This design comes from an exercise in tuning for small area on the open sky130 flow, not from production work. Function was checked by simulation only, so behaviour that the tests miss may differ from the original. The clock input has no modelled driver; a real chip could not lean on it and would need a root buffer or a full tree. Power figures rest on the tool's default switching activity, not on a simulated workload.

<file path="design/flow/design.v">
module smc_dbcodec (
    input  wire        clk,
    input  wire        rst,
    input  wire        in_valid,
    input  wire        in_gain,
    input  wire [63:0] in_db,
    output reg         out_valid,
    output reg  [15:0] out_word,
    output reg         out_nan
);
    wire        sgn  = in_db[63];
    wire [10:0] e    = in_db[62:52];
    wire [51:0] frac = in_db[51:0];
    wire f_lo   = |frac[37:0];
    wire f_mid  = |frac[45:38];
    wire is_nan = (&e) & (f_lo | f_mid | (|frac[51:46]));
    wire big    = e[10] & ((|e[9:3]) | (e[2] & e[1]));              
    wire ge1015 = e[10] | ((&e[9:4]) & (e[3] | (&e[2:0])));         
    wire in_rng = ge1015 & ~big;
    wire ge1026 = e[10] & (|e[9:1]);                                 
    wire [3:0]  rs = in_rng ? (4'd5 - e[3:0]) : 4'd15;
    wire [14:0] t0 = {1'b1, frac[51:38]};
    wire [14:0] t1 = rs[3] ? {8'b0, t0[14:8]} : t0;
    wire [14:0] t2 = rs[2] ? {4'b0, t1[14:4]} : t1;
    wire [14:0] t3 = rs[1] ? {2'b0, t2[14:2]} : t2;
    wire [14:0] a  = rs[0] ? {1'b0, t3[14:1]} : t3;
    wire sticky = f_lo | (rs[3] & f_mid) | (rs[2] & (|t1[3:0])) |
                  (rs[1] & (|t2[1:0])) | (rs[0] & t3[0]);
    wire [7:0] lo_p;            
    wire [7:0] lo_w;
    assign lo_w[0] = ~a[0] ^ sticky;
    assign lo_p[1] = ~(a[0] & sticky);
    genvar k;
    generate
        for (k = 1; k < 8; k = k + 1) begin : g_lo
            assign lo_w[k] = ~a[k] ^ lo_p[k];
            if (k < 7) begin : g_p
                assign lo_p[k+1] = lo_p[k] & ~a[k];
            end
        end
    endgenerate
    wire c8 = lo_p[7] & ~a[7];
    wire [8:0] hi_p;
    wire [7:0] hi_w;
    assign hi_p[0] = in_gain ? ~a[7] : c8;
    generate
        for (k = 0; k < 7; k = k + 1) begin : g_hi
            assign hi_w[k] = ~a[8+k] ^ hi_p[k];
            assign hi_p[k+1] = hi_p[k] & ~a[8+k];
        end
    endgenerate
    assign hi_w[7] = ~hi_p[7];
    wire [2:0] pm = a[10:8];
    wire p_sat = (ge1026 & ~is_nan) | (&pm) | (pm[2] & pm[1] & a[7]);
    wire [2:0] p_inc = {pm[2] ^ (pm[1] & pm[0] & a[7]), pm[1] ^ (pm[0] & a[7]), pm[0] ^ a[7]};
    wire [2:0] p_v = p_sat ? 3'd6 : p_inc;
    wire [15:0] word;
    assign word[7:0]   = (sgn & ~in_gain) ? lo_w : 8'h00;
    assign word[10:8]  = sgn ? hi_w[2:0] : (in_gain ? p_v : 3'd0);
    assign word[14:11] = sgn ? hi_w[6:3] : 4'd0;
    assign word[15]    = sgn & (hi_w[7] | (big & ~is_nan));
    always @(posedge clk) begin
        out_valid <= in_valid & ~rst;
        out_nan   <= is_nan;
        out_word  <= word;
    end
endmodule
</file>
<file path="design/flow/flow/run.sh">
#!/bin/bash
# Own layout flow:
#  2. candidate netlists: the standard netlist's combinational logic mapped again with
#     area-oriented ABC scripts, and a structure-keeping synthesis of the design mapped with the
#     same scripts (its registers renamed after the standard ones, matched by the net they drive);
#     each candidate must be proven equivalent to the standard netlist, the smallest is kept;
#  3. the standard layout flow on that netlist, with the smallest buffer on the ports.
# Each tool writes its full output to its own log file here.
set -uo pipefail
WORK=$(pwd)
export FLOWDIR="$WORK/flow"
YOSYS="$FLOW_HOME/../tools/install/yosys/bin/yosys"
[[ -x "$YOSYS" ]] || YOSYS=yosys
export LIB="$FLOW_HOME/platforms/sky130hd/lib/sky130_fd_sc_hd__tt_025C_1v80.lib"
R="$WORK/orfs/results/$FLOW_PLATFORM/smc_dbcodec/base"

bash standard.sh synth > "$WORK/std_synth.log" 2>&1 || exit 1

C="$WORK/cand"
mkdir -p "$C"
cp "$R/1_2_yosys.v" "$C/std.v"
cd "$C"
for s in "$FLOWDIR"/scripts/*.abc; do
  n=$(basename "$s" .abc)
  ( OUT="$C/remap_$n.v" SCRIPT="$s" "$YOSYS" -c "$FLOWDIR/remap.tcl" > "$WORK/yosys_remap_$n.log" 2>&1 ) &
  ( OUT="$C/own_$n.raw.v" SCRIPT="$s" "$YOSYS" -c "$FLOWDIR/own.tcl" > "$WORK/yosys_own_$n.log" 2>&1 &&
    python3 "$FLOWDIR/rename_ff.py" "$C/std.v" "$C/own_$n.raw.v" "$C/own_$n.v" > "$WORK/rename_own_$n.log" 2>&1 &&
    cp "$C/own_$n.raw.v.stat" "$C/own_$n.v.stat" ) &
  while (( $(jobs -r | wc -l) >= ${NUM_CORES:-4} )); do sleep 1; done
done
wait

# check each candidate against the standard netlist; keep the smallest that passes
best=""; best_area=""
pick() {
  for v in "$@"; do
    [[ "$v" == *.raw.v ]] && continue
    [[ -f "$v" && -f "$v.stat" ]] || continue
    n=$(basename "$v" .v)
    if grep -qE 'lpflow_|probe_p|probec_p' "$v"; then continue; fi
    if grep -qE '\\[^ ]*[/:]' "$v"; then continue; fi
    CAND="$v" "$YOSYS" -c "$FLOWDIR/equiv.tcl" > "$WORK/yosys_equiv_$n.log" 2>&1 || continue
    grep -q "SUCCESS" "$WORK/yosys_equiv_$n.log" || continue
    a=$(awk '/Chip area/ {print $NF}' "$v.stat")
    echo "$n $a" >> "$WORK/candidates.txt"
    if [[ -z "$best" ]] || awk "BEGIN{exit !($a < $best_area)}"; then best="$v"; best_area="$a"; fi
  done
}
pick "$C"/remap_*.v "$C"/own_*.v

# second round: map the best candidate again
if [[ -n "$best" ]]; then
  cp "$best" "$C/round1.v"
  for s in "$FLOWDIR"/scripts/s[1-4].abc; do
    n=$(basename "$s" .abc)
    ( OUT="$C/again_$n.v" SCRIPT="$s" IN="$C/round1.v" "$YOSYS" -c "$FLOWDIR/remap.tcl" > "$WORK/yosys_again_$n.log" 2>&1 ) &
  done
  wait
  pick "$C"/again_*.v
fi
cd "$WORK"
echo "chosen: ${best:-standard} ${best_area}" >> "$WORK/candidates.txt"

if [[ -n "$best" ]]; then
  cp "$best" "$R/1_2_yosys.v"
  rm -f "$R/1_synth.odb" "$R/1_synth.sdc"
fi
bash standard.sh "BUFFER_PORTS_ARGS=-buffer_cell sky130_fd_sc_hd__buf_1" finish > "$WORK/std_layout.log" 2>&1
</file>
<file path="design/flow/flow/common.tcl">
# shared by remap.tcl and own.tcl: the don't-use cells and the final clean-up
set dont_use {}
set f [open $::env(LIB) r]
foreach {- name} [regexp -all -inline {cell\s*\(\s*"?(sky130_fd_sc_hd__(?:lpflow_\w+|probec?_p_8))"?\s*\)} [read $f]] {
  lappend dont_use -dont_use $name
}
close $f
proc finish_netlist {} {
  yosys opt_clean -purge
  yosys hilomap -singleton -hicell sky130_fd_sc_hd__conb_1 HI -locell sky130_fd_sc_hd__conb_1 LO
  yosys setundef -zero
  yosys splitnets
  yosys opt_clean -purge
  yosys insbuf -buf sky130_fd_sc_hd__buf_1 A X
  yosys read_liberty -lib $::env(LIB)
  yosys tee -o $::env(OUT).stat stat -liberty $::env(LIB)
  yosys check -assert
  yosys write_verilog -noattr -nohex -nodec $::env(OUT)
}
</file>
<file path="design/flow/flow/equiv.tcl">
# the candidate netlist against the standard one: all registers are fed from the inputs only,
# so two cycles from a zero state cover every reachable behaviour
yosys read_liberty -ignore_miss_func $::env(LIB)
yosys read_verilog std.v
yosys rename $::env(FLOW_TOP) gold
yosys read_verilog $::env(CAND)
yosys rename $::env(FLOW_TOP) gate
yosys hierarchy -check
yosys flatten
yosys opt_clean
yosys miter -equiv -flatten -make_outputs gold gate miter
yosys hierarchy -top miter
yosys sat -verify -seq 2 -prove trigger 0 -set-init-zero miter
</file>
<file path="design/flow/flow/own.tcl">
# synthesis of the design that keeps its structure for ABC (no abc -fast inside synth)
source $::env(FLOWDIR)/common.tcl
yosys read_verilog -sv $::env(FLOW_DESIGN)
yosys hierarchy -check -top $::env(FLOW_TOP)
yosys synth -flatten -nofsm -noshare -noabc -top $::env(FLOW_TOP)
yosys opt -purge
yosys dfflibmap -liberty $::env(LIB) {*}$dont_use
yosys opt
yosys abc -script $::env(SCRIPT) -liberty $::env(LIB) {*}$dont_use
finish_netlist
</file>
<file path="design/flow/flow/remap.tcl">
# map again the combinational logic of the standard netlist (registers kept as they are)
source $::env(FLOWDIR)/common.tcl
yosys read_liberty -ignore_miss_func $::env(LIB)
yosys blackbox sky130_fd_sc_hd__dfxtp_1
if {[info exists ::env(IN)]} { yosys read_verilog $::env(IN) } else { yosys read_verilog std.v }
yosys hierarchy -top $::env(FLOW_TOP)
yosys flatten
yosys opt_clean -purge
yosys abc -script $::env(SCRIPT) -liberty $::env(LIB) {*}$dont_use
finish_netlist
</file>
<file path="design/flow/flow/rename_ff.py">
#!/usr/bin/env python3
"""rename_ff.py STD CAND OUT: give each flip-flop in CAND the instance name of the flip-flop in
STD whose Q pin drives the same net; fail unless the two sets of flip-flops then match one to one
with the same cell types."""
import re, sys

FF = re.compile(r'^(\s*)(sky130_fd_sc_hd__(?:df|sdf|edf)\w+)\s+(\S+)\s*\((.*?)\);', re.M | re.S)


def flops(text):
    out = {}
    for m in FF.finditer(text):
        q = re.search(r'\.Q\(\s*(.*?)\s*\)', m.group(4))
        if not q:
            sys.exit('flip-flop without Q: ' + m.group(3))
        out[q.group(1)] = (m.group(2), m.group(3))
    return out


std = open(sys.argv[1]).read()
cand = open(sys.argv[2]).read()
fs, fc = flops(std), flops(cand)
if set(fs) != set(fc):
    sys.exit('flip-flop Q nets differ')
for q in fs:
    if fs[q][0] != fc[q][0]:
        sys.exit('cell type differs for ' + q)


def sub(m):
    q = re.search(r'\.Q\(\s*(.*?)\s*\)', m.group(4)).group(1)
    return f'{m.group(1)}{m.group(2)} {fs[q][1]} ({m.group(4)});'


new = FF.sub(sub, cand)
names = sorted(n for _, n in flops(new).values())
if names != sorted(n for _, n in fs.values()):
    sys.exit('names differ after renaming')
open(sys.argv[3], 'w').write(new)
</file>
<file path="design/flow/flow/scripts/s1.abc">
strash
&get -n
&deepsyn -T 30
&put
dch
amap
</file>
<file path="design/flow/flow/scripts/s2.abc">
strash
&get -n
&deepsyn -T 30 -S 1
&put
dch
amap
</file>
<file path="design/flow/flow/scripts/s3.abc">
strash
&get -n
&deepsyn -T 30 -S 2
&put
dch
amap
</file>
<file path="design/flow/flow/scripts/s4.abc">
strash
&get -n
&deepsyn -T 30 -S 3
&put
dch
amap
</file>
<file path="design/flow/flow/scripts/s5.abc">
strash
dch
amap
mfs2 -a
strash
dch
amap
</file>
<file path="design/flow/flow/scripts/s6.abc">
strash
dch
fraig_store
&get -n
&deepsyn -T 30
&put
dch
fraig_store
fraig_restore
amap
</file>
<file path="design/flow/flow/scripts/s7.abc">
strash
&get -n
&deepsyn -T 30 -S 5
&put
dch
amap
</file>
<file path="design/flow/flow/scripts/s8.abc">
strash
amap
mfs2 -a -W 6 -M 5000
strash
dch
amap
</file>
<file path="design/flow/standard.sh">
#!/bin/bash
# synth_recipe.tcl (not shown) runs the flow's synth.tcl, then flattens the netlist and writes it again
# the make line also repeats each setting of config.mk as NAME=value (left out here)
make -C /OpenROAD-flow-scripts/flow DESIGN_CONFIG=/design/flow/config.mk WORK_HOME=/design/flow/orfs CLKGATE_MAP_FILE= SYNTH_SCRIPT=/design/flow/synth_recipe.tcl "${@:-finish}"
</file>
<file path="design/flow/config.mk">
export PLATFORM = sky130hd
export DESIGN_NAME = smc_dbcodec
export DESIGN_NICKNAME = smc_dbcodec
export VERILOG_FILES = /design/flow/design.v
export SDC_FILE = /design/flow/constraint.sdc
export NUM_CORES = 4
export LEC_CHECK = 0
export ABC_AREA = 1
export CAP_MARGIN = 20
export CORE_MARGIN = 2
export CORE_UTILIZATION = 40
export CTS_BUF_LIST = sky130_fd_sc_hd__clkbuf_4
export CTS_CLUSTER_DIAMETER = 200
export CTS_CLUSTER_SIZE = 30
export SLEW_MARGIN = 20
</file>
<file path="design/flow/constraint.sdc">
create_clock -name core_clock -period 8.0 [get_ports {clk}]
set_input_delay 1.6000 -clock core_clock [delete_from_list [all_inputs] [get_ports {clk}]]
set_output_delay 1.6000 -clock core_clock [all_outputs]
set_load 0.01 [all_outputs]
</file>
==> flow_metrics.env, run 1 <==
export IMPL_finalCoreUtilization_pct=54.29
export IMPL_cts_root_buf="clkbuf_4"
export IMPL_syn_inst=176
export IMPL_cts_tree="yes"
export IMPL_worst_slew_pin_slew_ns=0.7398
export IMPL_end_kind="flop"
export IMPL_synth_fp_nets=244
export IMPL_outcome="finished clean"
export IMPL_power_density_mw_per_mm2=109.5
export IMPL_rsz0062_at_grt="false"
export IMPL_hpwl_um=3222
export IMPL_required_ns=8.22
export IMPL_gp_congestion=0.9561
export IMPL_max_freq_mhz=153.7
export IMPL_dr_pass1_iters=4
export IMPL_rows=20
export IMPL_peakVddDrop_mv=0.06356
export IMPL_tns_ns=0
export IMPL_max_slew_margin_rel_pct=50.50
export IMPL_start_util_pct=41.17
export IMPL_hold_violations=0
export IMPL_cts_post_setup_buffers_inserted=0
export IMPL_ant_nets=0
export IMPL_antenna_found_initial=0
export IMPL_numPortBuffers=85
export IMPL_pin_count=86
export IMPL_drv_slew=0
export IMPL_drive_gt1_share_pct=1.504
export IMPL_syn_avg_cell_area_um2=7.024
export IMPL_chipWidth_um=59.59
export IMPL_cp_max_fo=10
export IMPL_area_growth_pct=31.88
export IMPL_drv_cap=0
export IMPL_cp_arrival_ns=6.73
export IMPL_critPathCapture="out_word[14]"
export IMPL_cp_startpoint="in_db[53]"
export IMPL_grt_pass1_wl_um=6003
export IMPL_n_antenna_cell=0
export IMPL_path_class="in -> reg"
export IMPL_final_nets=335
export IMPL_grt_pass1_vias=1453
export IMPL_wl_um=3692
export IMPL_vias_per_cell=5.656
export IMPL_drtIter0Drc=59
export IMPL_synth_cell_area_mm2=0.001236
export IMPL_setup_violations=0
export IMPL_startpoint_type="primary input"
export IMPL_die_area_mm2=0.003551
export IMPL_gr_usage_all_layers_pct=21.58
export IMPL_cts_max_level=1
export IMPL_core_region_area_mm2=0.003003
export IMPL_clkTransAtPathRegs_ns=0.10
export IMPL_holdBufCountCts=0
export IMPL_whs_ns=1.444
export IMPL_hp_class="in -> reg"
export IMPL_die_h_um=59.59
export IMPL_dr_total_vias=1691
export IMPL_post_cts_resized=0
export IMPL_yosys_warnings=1
export IMPL_wire_per_inst_um=12.35
export IMPL_cts_buffers=3
export IMPL_grt_overflow_total=0
export IMPL_drc=0
export IMPL_period_minus_slack_ns=6.507
export IMPL_grt_max_degree=17
export IMPL_p_leak_uw=0.0005055
export IMPL_cts_path_max_buffers=2
export IMPL_period_share_pct=81.33
export IMPL_clock_sinks=18
-- critical path, cell delays in order --
cell and delay [ns]:
buf_1 0.29, a21oi_1 0.18, nor3_1 0.20, a31oi_1 0.10, a21oi_1 0.52, clkinv_1 0.33
o22ai_1 0.26, o22ai_1 0.13, nor2_1 0.13, nor2_1 0.05, nor3_1 0.25, o21ai_0 0.23
a21oi_1 0.26, nand2_1 0.12, nor2_1 0.16, clkinv_1 0.10, nor2_1 0.18, nand2_1 0.11
nor2_1 0.22, o21a_1 0.18, nand2_1 0.11, or3_1 0.41, nor2_1 0.19, nand2_1 0.09
clkinv_1 0.09, nand2_1 0.06, a31oi_1 0.18
-- layout make-up --
type,instances,area (µm²)
well taps,33,41.29
inverters,12,45.04
clock buffers,3,22.52
fillers,321,1373
repair buffers,86,326.6
multi-input cells,146,830.8
flip-flops and latches,18,360.3
clock inverters,1,3.754
-- layer usage --
metal  wire length (µm)  global-route usage (%)  up-vias
li1                   -                       -      880
met1               1729                   27.99      754
met2               1779                   36.89       57
met3                183                   3.057        0
met4                  0                   6.349        0
met5                  0                       0        -
-- through the flow --
| step | std cells | cell area [µm²] | power (µW) | setup WS, ns |
|---|---|---|---|---|
| global placement | 295 | 1604 | 133.8 | 1.385 |
| CTS | 299 | 1630 | 179.4 | 1.537 |
| floorplan | 176 | 1236 | 113.2 | 2.179 |
| finish | 299 | 1630 | 178.5 | 1.493 |
| global route | 299 | 1630 | 189.8 | 0.7587 |
| detailed placement | 295 | 1604 | 133.8 | 1.253 |
-- registers in the layout (all words and copies together) (netlist names) --
signal	cells
out_word	16
out_nan	1
out_valid	1
-- power by group --
group / total [µW] / internal, µW / switching (µW)
combinational: 38.0 / 15.9 / 22.0
clock: 46.5 / 18.1 / 28.4
sequential: 94.0 / 93.2 / 0.844
-- how the worst min path moves through the flow --
stage	start	depth (start not counted)	slack [ns]	end
finish	rst	2	1.44	out_valid
global route	rst	2	1.46	out_valid
CTS	rst	2	1.44	out_valid
detailed placement	rst	2	1.76	out_valid
global placement	rst	2	1.76	out_valid
floorplan	rst	1	1.67	out_valid
-- cell usage in the layout, fill, tap and decap left out, types with 2 or more instances in the layout --
master,count
a22o_1,4
nor4_1,11
dfxtp_1,18
a31oi_1,2
nand4_1,2
a211oi_1,6
or4_1,2
nand2_1,16
nor2_1,24
o21ai_0,15
o22a_1,3
a21oi_1,9
nand3_1,2
or2_0,2
nor3_1,7
nor2b_1,2
buf_1,85
clkbuf_4,3
o22ai_1,23
clkinv_1,13
nor3b_1,2
==> run 2, diff against run 1 <==
--- a/design/flow/flow/run.sh
+++ b/design/flow/flow/run.sh
@@ -67,2 +67,2 @@
 fi
-bash standard.sh "BUFFER_PORTS_ARGS=-buffer_cell sky130_fd_sc_hd__buf_1" finish > "$WORK/std_layout.log" 2>&1
+bash standard.sh "BUFFER_PORTS_ARGS=-buffer_cell sky130_fd_sc_hd__buf_1" "CTS_ARGS=-sink_clustering_enable -repair_clock_nets -sink_clustering_size 30 -sink_clustering_max_diameter 200 -buf_list sky130_fd_sc_hd__clkbuf_4 -dont_use_dummy_load" finish > "$WORK/std_layout.log" 2>&1
--- a/design/flow/config.mk
+++ b/design/flow/config.mk
@@ -8,3 +8,3 @@
 export ABC_AREA = 1
-export CAP_MARGIN = 20
+export CAP_MARGIN = 0
 export CORE_MARGIN = 2
@@ -14,2 +14,3 @@
 export CTS_CLUSTER_SIZE = 30
-export SLEW_MARGIN = 20
+export GPL_TIMING_DRIVEN = 0
+export SLEW_MARGIN = 0
==> run 2 against run 1 <==
Critical endpoint unchanged. Via count decreased by 2.1%. Clock power decreased by 7.1%. Count of clock-buffer cells in the layout unchanged.
==> flow_metrics.env, run 2 <==
export IMPL_cts_max_level=1
export IMPL_antenna_found_initial=0
export IMPL_cp_max_fo=10
export IMPL_synth_fp_nets=244
export IMPL_hp_class="in -> reg"
export IMPL_p_leak_uw=0.0004985
export IMPL_start_util_pct=41.17
export IMPL_hold_violations=0
export IMPL_grt_pass1_wl_um=5796
export IMPL_wire_per_inst_um=11.66
export IMPL_cts_path_max_buffers=2
export IMPL_period_minus_slack_ns=6.660
export IMPL_core_region_area_mm2=0.003003
export IMPL_vias_per_cell=5.572
export IMPL_wl_um=3463
export IMPL_ant_nets=0
export IMPL_holdBufCountCts=0
export IMPL_cts_tree="yes"
export IMPL_required_ns=8.21
export IMPL_finalCoreUtilization_pct=53.92
export IMPL_worst_slew_pin_slew_ns=0.9710
export IMPL_dr_total_vias=1655
export IMPL_syn_avg_cell_area_um2=7.024
export IMPL_cts_buffers=3
export IMPL_drv_cap=0
export IMPL_rows=20
export IMPL_pin_count=86
export IMPL_drtIter0Drc=45
export IMPL_final_cells=297
export IMPL_drv_slew=0
export IMPL_die_area_mm2=0.003551
export IMPL_final_nets=334
export IMPL_clkTransAtPathRegs_ns=0.10
export IMPL_grt_overflow_total=0
export IMPL_max_freq_mhz=150.2
export IMPL_power_density_mw_per_mm2=107.8
export IMPL_cp_arrival_ns=6.87
export IMPL_fin_area_mm2=0.001619
export IMPL_synth_cell_area_mm2=0.001236
export IMPL_post_cts_resized=0
export IMPL_hpwl_um=3033
export IMPL_die_h_um=59.59
export IMPL_area_growth_pct=30.97
export IMPL_dp_cells=294
export IMPL_period_share_pct=83.25
export IMPL_clock_sinks=18
export IMPL_gr_usage_all_layers_pct=20.76
export IMPL_grt_max_degree=17
export IMPL_chipWidth_um=59.59
export IMPL_cts_post_setup_buffers_inserted=0
export IMPL_tns_ns=0
export IMPL_regMostFlops="out_word"
export IMPL_final_common_cell="buf_1"
export IMPL_rsz0062_at_grt="false"
export IMPL_syn_inst=176
export IMPL_max_slew_margin_rel_pct=35.13
export IMPL_drc=0
export IMPL_largest_reg_flops=16
export IMPL_drive_gt1_share_pct=1.136
export IMPL_yosys_warnings=1
export IMPL_path_class="in -> reg"
export IMPL_cts_root_buf="clkbuf_4"
export IMPL_grt_pass1_vias=1418
export IMPL_outcome="finished clean"
export IMPL_gp_congestion=0.9383
export IMPL_setup_violations=0
export IMPL_dr_pass1_iters=4
export IMPL_startpoint_type="primary input"
export IMPL_end_kind="flop"
export IMPL_numPortBuffers=85
export IMPL_reg_top3="out_word x16, out_nan x1, out_valid x1"
export IMPL_finalPower_uw=174.5
export IMPL_peakVddDrop_mv=0.03202
export IMPL_n_antenna_cell=0
export IMPL_final_cell_mix="buf_1 (85), nor2_1 (24), o22ai_1 (23)"
export IMPL_placed_cell_area_mm2=0.001597
export IMPL_n_fill_cell=330
## run 2: worst paths after layout
path	from	to	slack, ns	depth (start not counted)
worst max-delay path	in_db[53]	out_word[14]	1.34	27
worst min-delay path	rst	out_valid	1.45	2
## run 2: where the power goes
group          switching [µW]  internal, µW
Combinational            21.5          15.9
Clock                    25.7          17.5
Sequential              0.784          93.2
## run 2: worst max-delay path: stages
cell      delay, ns
buf_1          0.27
a21oi_1        0.17
nor3_1         0.19
a31oi_1        0.11
a21oi_1        0.52
clkinv_1       0.33
o22ai_1        0.26
o22ai_1        0.14
nor2_1         0.13
nor2_1         0.05
nor3_1         0.34
o21ai_0        0.27
a21oi_1        0.29
nand2_1        0.12
nor2_1         0.16
clkinv_1       0.10
nor2_1         0.18
nand2_1        0.12
nor2_1         0.23
o21a_1         0.19
nand2_1        0.10
or3_1          0.41
nor2_1         0.18
nand2_1        0.09
clkinv_1       0.10
nand2_1        0.06
a31oi_1        0.17
## run 2: final cells by class
type                            instances  area, µm²  area share [%]
Inverter                               12      45.04           2.782
Sequential cell                        18      360.3           22.26
Clock buffer                            3      22.52           1.391
Tap cell                               33      41.29           2.550
Multi-Input combinational cell        146      830.8           51.31
Timing Repair Buffer                   85      319.1           19.71
## run 2: metal layers
layer | global-route usage (%) | up-vias | wire (µm)
li1 | - | 875 | -
met1 | 29.19 | 714 | 1644
met2 | 31.71 | 62 | 1550
met3 | 3.275 | 4 | 230
met4 | 7.937 | 0 | 36
met5 | 0 | - | 0
## run 2: through the flow
step | hold WS, ns | setup WS [ns]
after floorplan | 1.672 | 2.179
after CTS | 1.444 | 1.364
after global placement | 1.756 | 0.9833
final | 1.453 | 1.340
after detailed placement | 1.769 | 1.083
after global routing | 1.451 | 0.5113
==> run 3, diff against run 2 <==
--- a/design/flow/flow/run.sh
+++ b/design/flow/flow/run.sh
@@ -11,2 +11,4 @@
 export FLOWDIR="$WORK/flow"
+OPENROAD="$FLOW_HOME/../tools/install/OpenROAD/bin/openroad"
+[[ -x "$OPENROAD" ]] || OPENROAD=openroad
 YOSYS="$FLOW_HOME/../tools/install/yosys/bin/yosys"
@@ -67,2 +69,4 @@
 fi
+bash standard.sh "BUFFER_PORTS_ARGS=-buffer_cell sky130_fd_sc_hd__buf_1" "CTS_ARGS=-sink_clustering_enable -repair_clock_nets -sink_clustering_size 30 -sink_clustering_max_diameter 200 -buf_list sky130_fd_sc_hd__clkbuf_4 -dont_use_dummy_load" cts > "$WORK/std_layout_cts.log" 2>&1 || exit 1
+CTS_ODB="$R/4_cts.odb" CLK_PORT=clk ROOT_CELL=sky130_fd_sc_hd__clkbuf_8 "$OPENROAD" -no_init -exit "$FLOWDIR/onebuf.tcl" > "$WORK/openroad_onebuf.log" 2>&1 || exit 1
 bash standard.sh "BUFFER_PORTS_ARGS=-buffer_cell sky130_fd_sc_hd__buf_1" "CTS_ARGS=-sink_clustering_enable -repair_clock_nets -sink_clustering_size 30 -sink_clustering_max_diameter 200 -buf_list sky130_fd_sc_hd__clkbuf_4 -dont_use_dummy_load" finish > "$WORK/std_layout.log" 2>&1
==> design/flow/flow/onebuf.tcl (new file) <==
# Clock tree with one buffer: the flip-flops on the leaf buffers that CTS made are moved to the
# buffer the clock port drives, and the leaf buffers are removed.
read_db $::env(CTS_ODB)
set block [ord::get_db_block]
set clknet [[$block findBTerm $::env(CLK_PORT)] getNet]
set root ""
foreach it [$clknet getITerms] {
  if {[[$it getMTerm] getName] eq "A" && [string match "sky130_fd_sc_hd__clkbuf_*" [[[$it getInst] getMaster] getName]]} {
    set root [$it getInst]
  }
}
if {$root eq ""} { puts "no root clock buffer"; exit 1 }
set rootnet [[$root findITerm X] getNet]
set leaves {}
foreach it [$rootnet getITerms] {
  set inst [$it getInst]
  if {$inst ne $root && [string match "sky130_fd_sc_hd__clkbuf_*" [[$inst getMaster] getName]]} {
    lappend leaves $inst
  }
}
foreach leaf $leaves {
  set out [$leaf findITerm X]
  set net [$out getNet]
  foreach it [$net getITerms] {
    if {[$it getInst] ne $leaf} {
      $it disconnect
      $it connect $rootnet
    }
  }
  [$leaf findITerm A] disconnect
  $out disconnect
  puts "removed [$leaf getName]"
  odb::dbInst_destroy $leaf
  odb::dbNet_destroy $net
}
if {[info exists ::env(ROOT_CELL)]} {
  $root swapMaster [[ord::get_db] findMaster $::env(ROOT_CELL)]
}
puts "root [$root getName] [[$root getMaster] getName] drives [llength [$rootnet getITerms]] pins"
write_db $::env(CTS_ODB)
==> run 3 against run 2 <==
Still clean. Maximum frequency down 1.7%. Worst hold slack gained 0.13 ns. Final cell count shrank 0.67%. Global-route usage grew 1.3 points. Non-clock buffer count stayed put. Sequential power barely moved. Worst setup slack worse by 0.11 ns. Synthesized cell count stayed put. Critical endpoint unchanged. Largest cell class unchanged.
==> flow_metrics.env, run 3 <==
export IMPL_grt_pass1_vias=1388
export IMPL_startpoint_type="primary input"
export IMPL_n_antenna_cell=0
export IMPL_clock_sinks=18
export IMPL_gr_usage_all_layers_pct=22.06
export IMPL_tns_ns=0
export IMPL_power_density_mw_per_mm2=102.9
export IMPL_ant_nets=0
export IMPL_peakVddDrop_mv=0.04605
export IMPL_cp_arrival_ns=6.87
export IMPL_core_region_area_mm2=0.003003
export IMPL_holdBufCountCts=0
export IMPL_top_usage_layer="met2"
export IMPL_reg_top3="out_word x16, out_nan x1, out_valid x1"
export IMPL_setup_violations=0
export IMPL_path_class="in -> reg"
export IMPL_pin_count=86
export IMPL_syn_inst=176
export IMPL_final_nets=332
export IMPL_antenna_found_initial=0
export IMPL_chipWidth_um=59.59
export IMPL_area_growth_pct=30.26
export IMPL_clkTransAtPathRegs_ns=0.11
export IMPL_hold_violations=0
export IMPL_die_h_um=59.59
export IMPL_rsz0062_at_grt="false"
export IMPL_cts_post_setup_buffers_inserted=0
export IMPL_gp_congestion=0.9383
export IMPL_numPortBuffers=85
export IMPL_dr_pass1_iters=6
export IMPL_cpMostUsedCell="nor2_1"
export IMPL_period_share_pct=84.66
export IMPL_drv_slew=0
export IMPL_met3_usage_pct=2.620
export IMPL_fin_area_mm2=0.001610
export IMPL_n_fill_cell=331
export IMPL_cpPeakStageDelay_ns=0.52
export IMPL_drv_cap=0
export IMPL_largest_reg_flops=16
export IMPL_synth_fp_nets=244
export IMPL_path_delay_family="simple AND/OR/NAND/NOR gates"
export IMPL_drive_gt1_share_pct=0.3817
export IMPL_start_util_pct=41.17
export IMPL_hpwl_um=3033
export IMPL_wire_per_inst_um=11.90
export IMPL_placed_cell_area_mm2=0.001597
export IMPL_final_common_cell="buf_1"
export IMPL_die_area_mm2=0.003551
export IMPL_met2_usage_pct=33.91
export IMPL_cp_max_fo=10
export IMPL_rows=20
export IMPL_vias_per_cell=5.634
export IMPL_p_leak_uw=0.0004919
export IMPL_hp_class="in -> reg"
export IMPL_end_kind="flop"
export IMPL_required_ns=8.10
export IMPL_drc=0
export IMPL_max_slew_margin_rel_pct=35.91
export IMPL_period_minus_slack_ns=6.772
export IMPL_drtIter0Drc=150
export IMPL_outcome="finished clean"
export IMPL_syn_avg_cell_area_um2=7.024
export IMPL_grt_overflow_total=0
export IMPL_worst_slew_pin_slew_ns=0.9594
export IMPL_cp_num_buf_inv=4
export IMPL_max_freq_mhz=147.7
export IMPL_yosys_warnings=1
export IMPL_wl_um=3511
export IMPL_post_cts_resized=0
export IMPL_dr_total_vias=1662
export IMPL_final_cell_mix="buf_1 (85), nor2_1 (24), o22ai_1 (23)"
export IMPL_slowest_stage="a21oi_1"
export IMPL_synth_cell_area_mm2=0.001236
export IMPL_grt_pass1_wl_um=5761
export IMPL_grt_max_degree=19
export IMPL_grt_use_met1_pct=32.76
export IMPL_regMostFlops="out_word"
[run 3: path summary, 6_finish.rpt]
check                 start            to  slack, ns  cells past startpoint
hold / removal          rst     out_valid       1.58                      2
setup / recovery  in_db[53]  out_word[14]       1.23                     27
[run 3: metal layers]
layer | vias up | share of wire, % | wire, µm
li1 | 871 | - | -
met5 | - | 0 | 0
met2 | 75 | 45 | 1572
met3 | 2 | 8.2 | 287
met4 | 0 | 0.77 | 27
met1 | 714 | 46 | 1623
[run 3: metrics by stage]
step	utilization (%)	power (µW)	std cells	setup WS (ns)	hold WS (ns)
6_report	53.63	165.7	295	1.228	1.579
5_1_grt	53.63	176.4	295	0.3975	1.582
4_1_cts	53.92	176.7	297	1.364	1.444
3_5_place_dp	53.17	133.3	294	1.083	1.769
3_3_place_gp	53.17	133.1	294	0.9833	1.756
2_1_floorplan	-	113.2	176	2.179	1.672
[run 3: where the power goes]
part	switching [µW]	total [µW]	internal [µW]
sequential	0.783	94.0	93.2
combinational	21.6	37.5	15.9
clock	22.5	34.2	11.7
total	44.9	166	121
[run 3: cell type report]
| type | count | area [µm²] | share of cell area, % |
|---|---|---|---|
| Multi-Input combinational cell | 146 | 830.8 | 51.59 |
| Sequential cell | 18 | 360.3 | 22.38 |
| Timing Repair Buffer | 85 | 319.1 | 19.81 |
| Inverter | 12 | 45.04 | 2.797 |
| Tap cell | 33 | 41.29 | 2.564 |
| Clock buffer | 1 | 13.76 | 0.8547 |

static timing again, ports no longer ideal:
No port has a modelled driver above. Below, the same layouts with a new extraction and two added sets of constraints. Step 1 sets driving cells, clkbuf_16 on the clock port and buf_2 on the other inputs (assumed; they add their load-dependent delay and slew). Step 2 also shifts input and output timing later by t, the mid clock arrival at the registers, as if the neighbouring blocks saw the same clock. a / b / c = ideal / step 1 / step 2; a / b = the first two.
| run | t (ns) | setup slack, ns | worst hold slack (ns) | worst setup path after step 2 | worst register clock-pin slew, ns |
|---|---|---|---|---|---|
| run 1 | 0.311 | 1.493 / 1.486 / 1.175 | 1.444 / 1.444 / 1.755 | input to register | 0.10 / 0.10 |
| run 2 | 0.304 | 1.340 / 1.329 / 1.025 | 1.453 / 1.454 / 1.759 | input to register | 0.10 / 0.10 |
| run 3 | 0.185 | 1.228 / 1.219 / 1.034 | 1.579 / 1.578 / 1.763 | input to register | 0.11 / 0.11 |
After both steps every run listed still meets setup and hold. For run 1, which loses most, drivers alone change the setup slack by -0.007 ns; drivers and shift together by -0.318 ns.
